Background: an optimization exercise with open tools, aiming at small area, a short achievable clock period and few clock cycles per item. Do not read the settings as production practice.
The RTL of this run was laid out without a check of its function.

[design/flow/run.sh]
#!/bin/bash
# synth_recipe.tcl (not shown) runs the flow's synth.tcl, then flattens the netlist and writes it again
# the make line also repeats each setting of config.mk as NAME=value (left out here)
make -C /OpenROAD-flow-scripts/flow DESIGN_CONFIG=/design/flow/config.mk WORK_HOME=/design/flow/orfs CLKGATE_MAP_FILE= SYNTH_SCRIPT=/design/flow/synth_recipe.tcl finish
[design/flow/config.mk]
export PLATFORM = sky130hd
export DESIGN_NAME = npnz_engine
export DESIGN_NICKNAME = npnz_engine
export VERILOG_FILES = /design/flow/design.v
export SDC_FILE = /design/flow/constraint.sdc
export NUM_CORES = 8
export LEC_CHECK = 0
export CAP_MARGIN = 20
export CORE_MARGIN = 2
export CORE_UTILIZATION = 25
export MIN_ROUTING_LAYER = met1
export PLACE_DENSITY = 0.4
export SLEW_MARGIN = 20
[design/flow/constraint.sdc]
create_clock -name core_clock -period 13.0 [get_ports {clk}]
set_input_delay 2.6000 -clock core_clock [delete_from_list [all_inputs] [get_ports {clk}]]
set_output_delay 2.6000 -clock core_clock [all_outputs]
set_load 0.01 [all_outputs]
[design/flow/design.v]
module npnz_engine (
    input             clk,
    input             rst,           
    input             cmd_valid,
    output            cmd_ready,
    input      [31:0] cmd_data,
    output            rsp_valid,
    output     [31:0] rsp_data,
    output            mem_req,
    output            mem_we,
    output     [15:0] mem_addr,
    output     [15:0] mem_wdata,
    input             mem_ack,
    input      [15:0] mem_rdata
);
    localparam [3:0] OP_NOP    = 4'h0;
    localparam [3:0] OP_EVAL   = 4'h1;
    localparam [3:0] OP_EVALF  = 4'h2;
    localparam [3:0] OP_RSTH   = 4'h3;
    localparam [3:0] OP_CONFIG = 4'h4;
    localparam [3:0] OP_RDREG  = 4'h5;
    localparam [3:0] OP_WRREG  = 4'h6;
    localparam [3:0] RC_OK       = 4'd0;
    localparam [3:0] RC_ILLEGAL  = 4'd1;
    localparam [3:0] RC_ADDR     = 4'd2;
    localparam [3:0] RC_ACCESS   = 4'd3;
    localparam [3:0] RC_NOTCFG   = 4'd4;
    localparam [3:0] RC_CFGLEN   = 4'd5;
    localparam [3:0] RC_CFGBOUND = 4'd6;
    localparam [3:0] S_IDLE = 4'd0;
    localparam [3:0] S_E0W  = 4'd1;    
    localparam [3:0] S_K1   = 4'd2;
    localparam [3:0] S_K2   = 4'd3;
    localparam [3:0] S_K3   = 4'd4;
    localparam [3:0] S_K4   = 4'd5;
    localparam [3:0] S_K5   = 4'd6;    
    localparam [3:0] S_DIS  = 4'd7;    
    localparam [3:0] S_CFG  = 4'd8;
    localparam [3:0] S_P0   = 4'd9;
    localparam [3:0] S_P1   = 4'd10;
    localparam [3:0] S_P2   = 4'd11;
    localparam [3:0] S_RSP  = 4'd12;
    reg [31:0] coef_a0, coef_a1, coef_b0, coef_b1, coef_b2;
    reg [15:0] hist_e0, hist_e1, hist_e2, hist_u0, hist_u1;
    reg [15:0] preshift, postshift_a, postshift_b, postscaler;
    reg [15:0] out_min, out_max, in_offset;
    reg [15:0] ref_bind, fb_bind, act_bind;
    reg        ctrl_en;
    reg        st_configured, st_cfgerr, st_sat_err, st_sat_acc, st_sat_clamp;
    reg [3:0]  state;
    reg        fmode;         
    reg [48:0] mr;            
    reg [48:0] pb;            
    reg [47:0] t2;            
    reg [63:0] w;             
    reg [15:0] smp;           
    reg [3:0]  rcode;         
    reg [4:0]  idx;           
    reg        len_ok0;       
    reg        bad_bounds;    
    wire idle = (state == S_IDLE);
    assign cmd_ready = idle;
    wire [3:0]  c_op  = cmd_data[31:28];
    wire [11:0] c_ra  = cmd_data[27:16];
    wire [15:0] c_imm = cmd_data[15:0];
    wire ra_z  = (c_ra == 12'd0);
    wire imm_z = (c_imm == 16'd0);
    reg c_illegal;
    always @* begin
        case (c_op)
            OP_NOP:    c_illegal = !ra_z || !imm_z;
            OP_EVAL:   c_illegal = !ra_z;
            OP_EVALF:  c_illegal = !ra_z || !imm_z;
            OP_RSTH:   c_illegal = !ra_z || !imm_z;
            OP_CONFIG: c_illegal = !ra_z;
            OP_RDREG:  c_illegal = !imm_z;
            OP_WRREG:  c_illegal = 1'b0;
            default:   c_illegal = 1'b1;
        endcase
    end
    wire c_eval  = (c_op == OP_EVAL)  && ra_z;
    wire c_evalf = (c_op == OP_EVALF) && ra_z && imm_z;
    wire start_rd = idle && cmd_valid && st_configured &&
                    (c_evalf || (c_eval && ctrl_en));
    reg        rd_mapped;
    reg [15:0] rd_value;
    always @* begin
        rd_mapped = 1'b1;
        rd_value  = 16'd0;
        case (c_ra)
            12'h000: rd_value = {15'd0, ctrl_en};
            12'h001: rd_value = {11'd0, st_sat_clamp, st_sat_acc, st_sat_err,
                                 st_cfgerr, st_configured};
            12'h002: rd_value = ref_bind;
            12'h003: rd_value = fb_bind;
            12'h004: rd_value = act_bind;
            12'h005: rd_value = out_min;
            12'h006: rd_value = out_max;
            12'h007: rd_value = in_offset;
            12'h008: rd_value = preshift;
            12'h009: rd_value = postshift_a;
            12'h00A: rd_value = postshift_b;
            12'h00B: rd_value = postscaler;
            12'h00C: rd_value = 16'd2;
            12'h00D: rd_value = 16'd3;
            12'h100: rd_value = coef_a0[15:0];
            12'h101: rd_value = coef_a0[31:16];
            12'h102: rd_value = coef_a1[15:0];
            12'h103: rd_value = coef_a1[31:16];
            12'h200: rd_value = coef_b0[15:0];
            12'h201: rd_value = coef_b0[31:16];
            12'h202: rd_value = coef_b1[15:0];
            12'h203: rd_value = coef_b1[31:16];
            12'h204: rd_value = coef_b2[15:0];
            12'h205: rd_value = coef_b2[31:16];
            12'h300: rd_value = hist_e0;
            12'h301: rd_value = hist_e1;
            12'h302: rd_value = hist_e2;
            12'h380: rd_value = hist_u0;
            12'h381: rd_value = hist_u1;
            default: rd_mapped = 1'b0;
        endcase
    end
    wire wr_writable = (c_ra <= 12'h004);
    wire st_wr  = (state == S_K5) || (state == S_DIS);
    wire sel_fb = (idle && cmd_data[29]) || (state == S_E0W && fmode);
    assign mem_req  = start_rd || st_wr || (state == S_E0W) || (state == S_CFG) ||
                      (state == S_K1 && fmode);
    assign mem_we   = st_wr;
    assign mem_addr = st_wr ? act_bind :
                      (state == S_CFG) ? smp :
                      sel_fb ? fb_bind : ref_bind;
    wire stall = !idle && mem_req && !mem_ack;
    wire [15:0] e_s = idle ? c_imm : smp;
    wire signed [17:0] err_full = $signed({{2{mem_rdata[15]}}, mem_rdata})
                                - $signed({{2{e_s[15]}}, e_s})
                                + $signed({{2{in_offset[15]}}, in_offset});
    wire err_ok = (err_full[17:15] == 3'b000) || (err_full[17:15] == 3'b111);
    wire [15:0] err_sat = err_ok ? err_full[15:0] : (err_full[17] ? 16'h8000 : 16'h7FFF);
    reg  [31:0] ma;
    reg  [15:0] mb;
    reg  [48:0] mc;
    always @* begin
        ma = coef_a0; mb = hist_u0; mc = {t2[47], t2};
        case (state)
            S_K1: if (fmode) begin ma = coef_a1; mb = hist_u0; mc = 49'd0; end
                  else       begin ma = coef_b0; mb = hist_e0; mc = pb;    end
            S_K2: if (fmode) begin ma = coef_b0; mb = hist_e0; mc = pb;    end
                  else       begin ma = coef_b2; mb = hist_e1; mc = 49'd0; end
            S_K3: if (fmode) begin ma = coef_b2; mb = hist_e1; mc = 49'd0; end
                  else       begin ma = w[31:0]; mb = postscaler; mc = 49'd0; end
            S_K4: if (fmode) begin ma = w[31:0]; mb = postscaler; mc = 49'd0; end
                  else       begin ma = coef_b1; mb = hist_e0; mc = pb;    end
            S_K5: if (fmode) begin ma = coef_b1; mb = hist_e0; mc = pb;    end
                  else       begin ma = coef_a1; mb = hist_u0; mc = 49'd0; end
            S_P0: begin ma = coef_b2; mb = hist_e1; mc = 49'd0; end
            S_P1: begin ma = coef_b1; mb = hist_e0; mc = pb;    end
            S_P2: begin ma = coef_a1; mb = hist_u1; mc = 49'd0; end
            default: ;
        endcase
    end
    wire signed [47:0] m_prod = $signed(ma) * $signed(mb);
    wire [48:0] m_out = {m_prod[47], m_prod} + mc;
    wire op_p1  = (state == S_K1 && !fmode) || (state == S_K2 &&  fmode);
    wire op_pb2 = (state == S_K2 && !fmode) || (state == S_K3 &&  fmode) || (state == S_P0);
    wire op_pb1 = (state == S_K4 && !fmode) || (state == S_K5 &&  fmode) || (state == S_P1);
    wire op_t2  = (state == S_K5 && !fmode) || (state == S_K1 &&  fmode) || (state == S_P2);
    wire op_p2  = (state == S_K3 && !fmode) || (state == S_K4 &&  fmode);
    wire op_shb = (state == S_K2 && !fmode) || (state == S_K3 &&  fmode);
    reg  [6:0] r_a, r_b;
    reg  [5:0] pc_a, pc_b;
    function [6:0] r_of(input [15:0] p, input [15:0] ps);
        reg signed [17:0] rf;
        begin
            rf = 18'sd63 - ($signed({{2{p[15]}}, p}) - $signed({2'b00, ps}));
            r_of = rf[17] ? 7'd0 : (rf[16:7] != 10'd0) ? 7'd127 : rf[6:0];
        end
    endfunction
    always @(posedge clk) begin
        r_a  <= r_of(preshift, postshift_a);
        r_b  <= r_of(preshift, postshift_b);
        pc_a <= (postshift_a[15:6] != 10'd0) ? 6'd63 : postshift_a[5:0];
        pc_b <= (postshift_b[15:6] != 10'd0) ? 6'd63 : postshift_b[5:0];
    end
    wire        acc_s  = mr[48];
    wire        p_neg  = preshift[15];
    wire        p_big  = !p_neg && (preshift[14:6] != 9'd0);      
    wire [48:0] acc_x  = mr ^ {49{acc_s}};
    reg  [48:0] pmask;
    integer     k;
    always @* begin
        for (k = 0; k < 49; k = k + 1)
            pmask[k] = ({1'b0, preshift[5:0]} + k >= 63);
    end
    wire sh_sat = !p_neg && (p_big ? (mr != 49'd0) : (|(acc_x & pmask)));
    wire [6:0]   r_amt  = op_shb ? r_b : r_a;
    wire [190:0] sh_z   = {{79{acc_s}}, mr, 63'd0};
    wire [190:0] sh_zs  = sh_z >> r_amt;
    wire [5:0]   pc     = op_shb ? pc_b : pc_a;
    reg  [63:0]  sat_th;
    always @* begin
        for (k = 0; k < 64; k = k + 1)
            sat_th[k] = (k + pc < 63);
    end
    wire [63:0]  sh_out = sh_sat ? (sat_th ^ {64{acc_s}}) : sh_zs[63:0];
    wire [64:0] sum65 = {sh_out[63], sh_out} + {w[63], w};
    wire        sum_ovf = (sum65[64] != sum65[63]);
    wire        c32_ok  = (&sum65[64:31]) || (~|sum65[64:31]);
    wire [31:0] c32 = c32_ok ? sum65[31:0] : (sum65[64] ? 32'h8000_0000 : 32'h7FFF_FFFF);
    wire p2_ok = (&w[48:30]) || (~|w[48:30]);
    wire [15:0] y16 = p2_ok ? w[30:15] : (w[48] ? 16'h8000 : 16'h7FFF);
    wire dis   = (state == S_DIS);
    wire cl_hi = ($signed(y16) > $signed(out_max));
    wire cl_lo = ($signed(y16) < $signed(out_min));
    wire [15:0] y_out = (dis || cl_lo) ? out_min : cl_hi ? out_max : y16;
    assign mem_wdata = y_out;
    wire   rsp_reg   = (state == S_RSP);
    assign rsp_valid = rsp_reg || (st_wr && mem_ack);
    assign rsp_data  = {12'd0, rsp_reg ? rcode : 4'd0, rsp_reg ? smp : y_out};
    always @(posedge clk) begin
        if (rst) begin
            state         <= S_IDLE;
            ctrl_en       <= 1'b0;
            st_configured <= 1'b0;
            st_cfgerr     <= 1'b0;
            st_sat_err    <= 1'b0;
            st_sat_acc    <= 1'b0;
            st_sat_clamp  <= 1'b0;
        end else if (!stall) begin
            if (idle || state == S_E0W || op_p1) mr <= m_out;
            if (op_pb2 || op_pb1) pb <= m_out;
            if (op_t2) t2 <= m_out[47:0];
            if (op_p2) w[48:0] <= m_out;
            if (state == S_K1) begin
                w <= sh_out;
                if (sh_sat) st_sat_acc <= 1'b1;
            end
            if (op_shb) begin
                w[31:0] <= c32;
                if (sh_sat || sum_ovf) st_sat_acc <= 1'b1;
            end
            case (state)
            S_IDLE: if (cmd_valid) begin
                smp   <= 16'd0;
                rcode <= RC_OK;
                state <= S_RSP;
                if (c_illegal) begin
                    rcode <= RC_ILLEGAL;
                end else begin
                    case (c_op)
                    OP_EVAL, OP_EVALF: begin
                        fmode <= c_op[1];
                        if (!st_configured) begin
                            rcode <= RC_NOTCFG;
                        end else if (c_op[1]) begin
                            smp   <= mem_rdata;
                            state <= !mem_ack ? S_E0W : ctrl_en ? S_K1 : S_DIS;
                        end else if (ctrl_en) begin
                            smp   <= c_imm;
                            state <= mem_ack ? S_K1 : S_E0W;
                            if (mem_ack) begin
                                hist_e0 <= err_sat;
                                hist_e1 <= hist_e0;
                                hist_e2 <= hist_e1;
                                if (!err_ok) st_sat_err <= 1'b1;
                            end
                        end else begin
                            state <= S_DIS;
                        end
                    end
                    OP_RSTH: begin
                        hist_e0 <= 16'd0; hist_e1 <= 16'd0; hist_e2 <= 16'd0;
                        hist_u0 <= 16'd0; hist_u1 <= 16'd0;
                        pb <= 49'd0;
                        t2 <= 48'd0;
                    end
                    OP_CONFIG: begin
                        smp   <= c_imm;
                        idx   <= 5'd0;
                        state <= S_CFG;
                    end
                    OP_RDREG: begin
                        if (rd_mapped) smp <= rd_value;
                        else rcode <= RC_ADDR;
                    end
                    OP_WRREG: begin
                        if (!rd_mapped)
                            rcode <= RC_ADDR;
                        else if (!wr_writable)
                            rcode <= RC_ACCESS;
                        else begin
                            case (c_ra[2:0])
                                3'd0: ctrl_en <= c_imm[0];
                                3'd1: begin
                                    if (c_imm[1]) st_cfgerr    <= 1'b0;
                                    if (c_imm[2]) st_sat_err   <= 1'b0;
                                    if (c_imm[3]) st_sat_acc   <= 1'b0;
                                    if (c_imm[4]) st_sat_clamp <= 1'b0;
                                end
                                3'd2: ref_bind <= c_imm;
                                3'd3: fb_bind  <= c_imm;
                                default: act_bind <= c_imm;
                            endcase
                        end
                    end
                    default: ;  
                    endcase
                end
            end
            S_E0W: begin
                if (fmode) begin
                    smp   <= mem_rdata;
                    state <= ctrl_en ? S_K1 : S_DIS;
                end else begin
                    hist_e0 <= err_sat;
                    hist_e1 <= hist_e0;
                    hist_e2 <= hist_e1;
                    if (!err_ok) st_sat_err <= 1'b1;
                    state <= S_K1;
                end
            end
            S_K1: begin
                if (fmode) begin
                    hist_e0 <= err_sat;
                    hist_e1 <= hist_e0;
                    hist_e2 <= hist_e1;
                    if (!err_ok) st_sat_err <= 1'b1;
                end
                state <= S_K2;
            end
            S_K2: state <= S_K3;
            S_K3: state <= S_K4;
            S_K4: state <= S_K5;
            S_K5: begin
                hist_u0 <= y_out;
                hist_u1 <= hist_u0;
                if (cl_hi || cl_lo) st_sat_clamp <= 1'b1;
                if (!p2_ok) st_sat_acc <= 1'b1;
                state <= S_IDLE;
            end
            S_DIS: state <= S_IDLE;
            S_CFG: begin
                smp <= smp + 16'd1;
                idx <= idx + 5'd1;
                case (idx)
                5'd0: len_ok0 <= (mem_rdata == 16'd2);
                5'd1: if (!len_ok0 || mem_rdata != 16'd3) begin
                    st_cfgerr <= 1'b1;
                    rcode     <= RC_CFGLEN;
                    smp       <= 16'd0;
                    state     <= S_RSP;
                end
                5'd2, 5'd3, 5'd4: mr <= {mr[32:0], mem_rdata};
                5'd5, 5'd6: w[31:0] <= {w[15:0], mem_rdata};
                5'd7: begin
                    bad_bounds <= ($signed(w[15:0]) > $signed(mem_rdata));
                    if (!($signed(w[15:0]) > $signed(mem_rdata))) begin
                        preshift    <= mr[47:32];
                        postshift_a <= mr[31:16];
                        postshift_b <= mr[15:0];
                        postscaler  <= w[31:16];
                        out_min     <= w[15:0];
                        out_max     <= mem_rdata;
                    end
                end
                5'd8:  if (!bad_bounds) in_offset <= mem_rdata;
                5'd9:  if (!bad_bounds) ref_bind  <= mem_rdata;
                5'd10: if (!bad_bounds) fb_bind   <= mem_rdata;
                5'd11: if (!bad_bounds) act_bind  <= mem_rdata;
                       else begin
                           st_cfgerr <= 1'b1;
                           rcode     <= RC_CFGBOUND;
                           smp       <= 16'd0;
                           state     <= S_RSP;
                       end
                5'd12: coef_a0[15:0]  <= mem_rdata;
                5'd13: coef_a0[31:16] <= mem_rdata;
                5'd14: coef_a1[15:0]  <= mem_rdata;
                5'd15: coef_a1[31:16] <= mem_rdata;
                5'd16: coef_b0[15:0]  <= mem_rdata;
                5'd17: coef_b0[31:16] <= mem_rdata;
                5'd18: coef_b1[15:0]  <= mem_rdata;
                5'd19: coef_b1[31:16] <= mem_rdata;
                5'd20: coef_b2[15:0]  <= mem_rdata;
                default: begin
                    coef_b2[31:16] <= mem_rdata;
                    st_configured  <= 1'b1;
                    state          <= S_P0;
                end
                endcase
            end
            S_P0: state <= S_P1;
            S_P1: state <= S_P2;
            S_P2: begin
                smp   <= 16'd0;
                rcode <= RC_OK;
                state <= S_RSP;
            end
            S_RSP: state <= S_IDLE;
            default: state <= S_IDLE;
            endcase
        end
    end
endmodule
==> run notes <==
## through the flow
step / instances / instance area, µm²
6_report: 12320 / 83270
5_1_grt: 12310 / 83250
4_1_cts: 12310 / 83150
3_5_place_dp: 12150 / 80260
3_3_place_gp: 12150 / 80190
2_1_floorplan: 8269 / 72870
## state kept, by name (all words and copies together) (netlist names), 32 cells and up
register,flops
w,64
coef_a0,32
t2,48
coef_b2,32
coef_b1,32
coef_a1,32
coef_b0,32
pb,49
mr,49
## logic make-up after synthesis
group,count (synthesis),share of synthesized area [%]
adder cells (fa/ha/maj),908,20.83
buffers and inverters,1252,6.743
flip-flops,673,27.25
multiplexers,323,4.601
AND/OR/NAND/NOR,2543,15.90
AO/OA/AOI/OAI,2250,20.98
XOR/XNOR,307,3.692
other,1,0.005149
## what timing repair did
| action | CTS | global route |
|---|---|---|
| endpoints found under the hold margin | 0 | 0 |
| gates resized for setup | 0 | 11 |
| setup buffers | 0 | 3 |
| endpoints found under the setup margin | 0 | 21 |
## cells in the mapped netlist, types with 91 or more instances
library cell | count | area (µm²)
nor2_1 | 772 | 2898
nor3_1 | 122 | 610.6
o21ai_0 | 341 | 1707
a221oi_1 | 122 | 1069
inv_1 | 753 | 2826
a21o_1 | 131 | 983.4
xnor2_1 | 229 | 2006
fa_1 | 507 | 10150
nand3_1 | 134 | 670.6
edfxtp_1 | 637 | 19130
clkbuf_1 | 372 | 1396
a22o_1 | 91 | 797.0
ha_1 | 401 | 5017
nand4_1 | 106 | 663.1
nand2_1 | 924 | 3468
o21a_1 | 96 | 720.7
mux2i_1 | 260 | 2603
a22oi_1 | 189 | 1419
a21oi_1 | 569 | 2848
## layer usage
metal,vias up,track usage (%),wire (µm)
met2,3323,38.03,164500
li1,29860,-,-
met4,18,10.98,19640
met1,35140,35.08,167000
met5,-,0,123
met3,648,4.536,31040
## worst paths after layout
check,start,depth (start not counted),end,slack [ps]
setup / recovery,fmode,40,w[45],470
hold / removal,st_sat_clamp,2,st_sat_clamp,560
setup reg to reg,fmode,40,w[45],470
hold reg to reg,st_sat_clamp,2,st_sat_clamp,560
## cell type report
class	count	area share (%)
antenna	9	0.02705
clock buffer	110	2.780
clock inverter	49	0.6927
inverter	757	3.421
multi-input combinational	6344	58.63
sequential	673	23.84
tap	3900	5.860
timing repair buffer	477	4.747
## layout by cell type (no fill, tap or decap), types with 88 or more instances in the layout
cell type and n:
a22oi_1 188, buf_4 360, nand2_1 920, nand4_1 106
clkdlybuf4s50_1 105, a21o_1 131, clkbuf_16 88, edfxtp_1 637
a221oi_1 111, a21oi_1 565, nand3_1 134, o21a_1 94
fa_1 507, mux2i_1 239, ha_1 401, o21ai_0 340
nor3_1 102, inv_1 751, xnor2_1 225, nor2_1 764
a22o_1 91
## worst register-to-register path: cells and delay by family, from the launching register on
family / cells / cell delay (ps)
AOI/OAI and AO/OA: 12 / 3580
xor gates and xnor gates: 2 / 1010
adders and majority gates: 8 / 3870
buffers and inverters: 8 / 1420
DFF: 1 / 570
muxes: 1 / 300
and+or+nand+nor: 9 / 1600
==> flow_summary.ini <==
[synthesis]
yosysSeqAreaShare_pct = 27.25
ys_seq_elements = 673
syn-cell-area_um2 = 72830
ys.flop_type = edfxtp_1
synth_edf_count = 637
yosys_warnings = 1
syn_inst = 8257
async_flop_share_pct = 0
ys_types = 106
avgSynthCellArea_um2 = 8.820

[die]
die_y_um = 543.7
coreArea_um2 = 290300
num_io_pins = 120
num_rows = 198
initial_core_util_pct = 25.08
dieArea_um2 = 295600
fp.dieW_um = 543.7

[sta]
maxSlewHeadroom_pct = 15.94
fin_crit_sh_pct = 96.41
timing.setup.tns_ps = 0
rsz0062_at_grt = false
skew_ps = 95.05
fmax_mhz = 79.79
min_period_ps = 12530
timing.final.hold_violations = 0
fin_hold_ws_ps = 555.4
drv_slew = 0
worst_slack_ps = 467.1
tightest_slew_ps = 1237
setup_viol = 0

[route]
vias = 68980
wl_per_cell_um = 31.03
drc = 0
drt-total-wl_um = 382300
drtIter0Drc = 8940
drt_first_pass_iters = 11
ant_nets = 0
via_per_inst = 5.599

[clocking]
cts_sinks = 673
h-tree-depth = 3
worst_skew_pair.late_latency_ps = 790
clockBufferDepth = 3
cts_tree = done
cts-root-buf = clkbuf_16
cts-hold-fix-buffers = 0
numCtsBuffers = 87
clkTransAtPathRegs_ps = 60

[finish]
drive_gt1_share_pct = 8.882
utilization_pct = 28.68
num-fill-cells = 30990
area_growth_pct = 14.34
seq_area_um2 = 19850
layout.nets = 9300
multi_input_area_um2 = 48820

[place]
preCtsSetupSlack_ps = 192.7
portBuffers = 106
place.gp.congestion = 1.008
dp_hpwl_um = 300400

[critical_path]
critical_path.most_common_cell = fa_1
cp-start-kind = register
path_class = register to register
critPathMaxFanout = 32
cp_slowest_cell = xor2_1
cp.arrival_ps = 13140
critPathTopFamily = adder cells
slowest_delay_ps = 750
crit_buf_inv = 8
end_kind = register
worst_ep_required_time_ps = 13610

[status]
status = timing/DRC/antenna clean

[global_routing]
first_global_vias = 66300
grt_pass1_wl_um = 531400
grtUsageTotal_pct = 25.24
grt_overflow_total = 0
grt_max_degree = 93
antenna_found_initial = 21

[hold_path]
hp-class = register to register

[run]
cap_violations = 0

-- afterwards: timing with drivers on the ports --
Ports are ideal in the flow. The routed layout listed here was re-timed in OpenROAD.
Step 1: set_driving_cell puts a clkbuf_16 on clk and a buf_2 on each other input, an assumption about the parent block.
Step 2 times the ports against the registers' clock, not the clock port: input delays grow and output delays shrink by t, the midpoint of the rising clock arrivals with the driver on.
Three values: no drivers, after step 1, after step 2; two values: the first two.
shift t [ns]: 0.828
setup WS [ns]: 0.467 / 0.467 / 0.467
latest minus earliest clock arrival (ns): 0.095 / 0.096
pins driven straight from the clock port: 1
After both steps this run still meets setup and hold. The setup slack of this run moves by 0.000 ns with the drivers and by 0.000 ns with both steps.
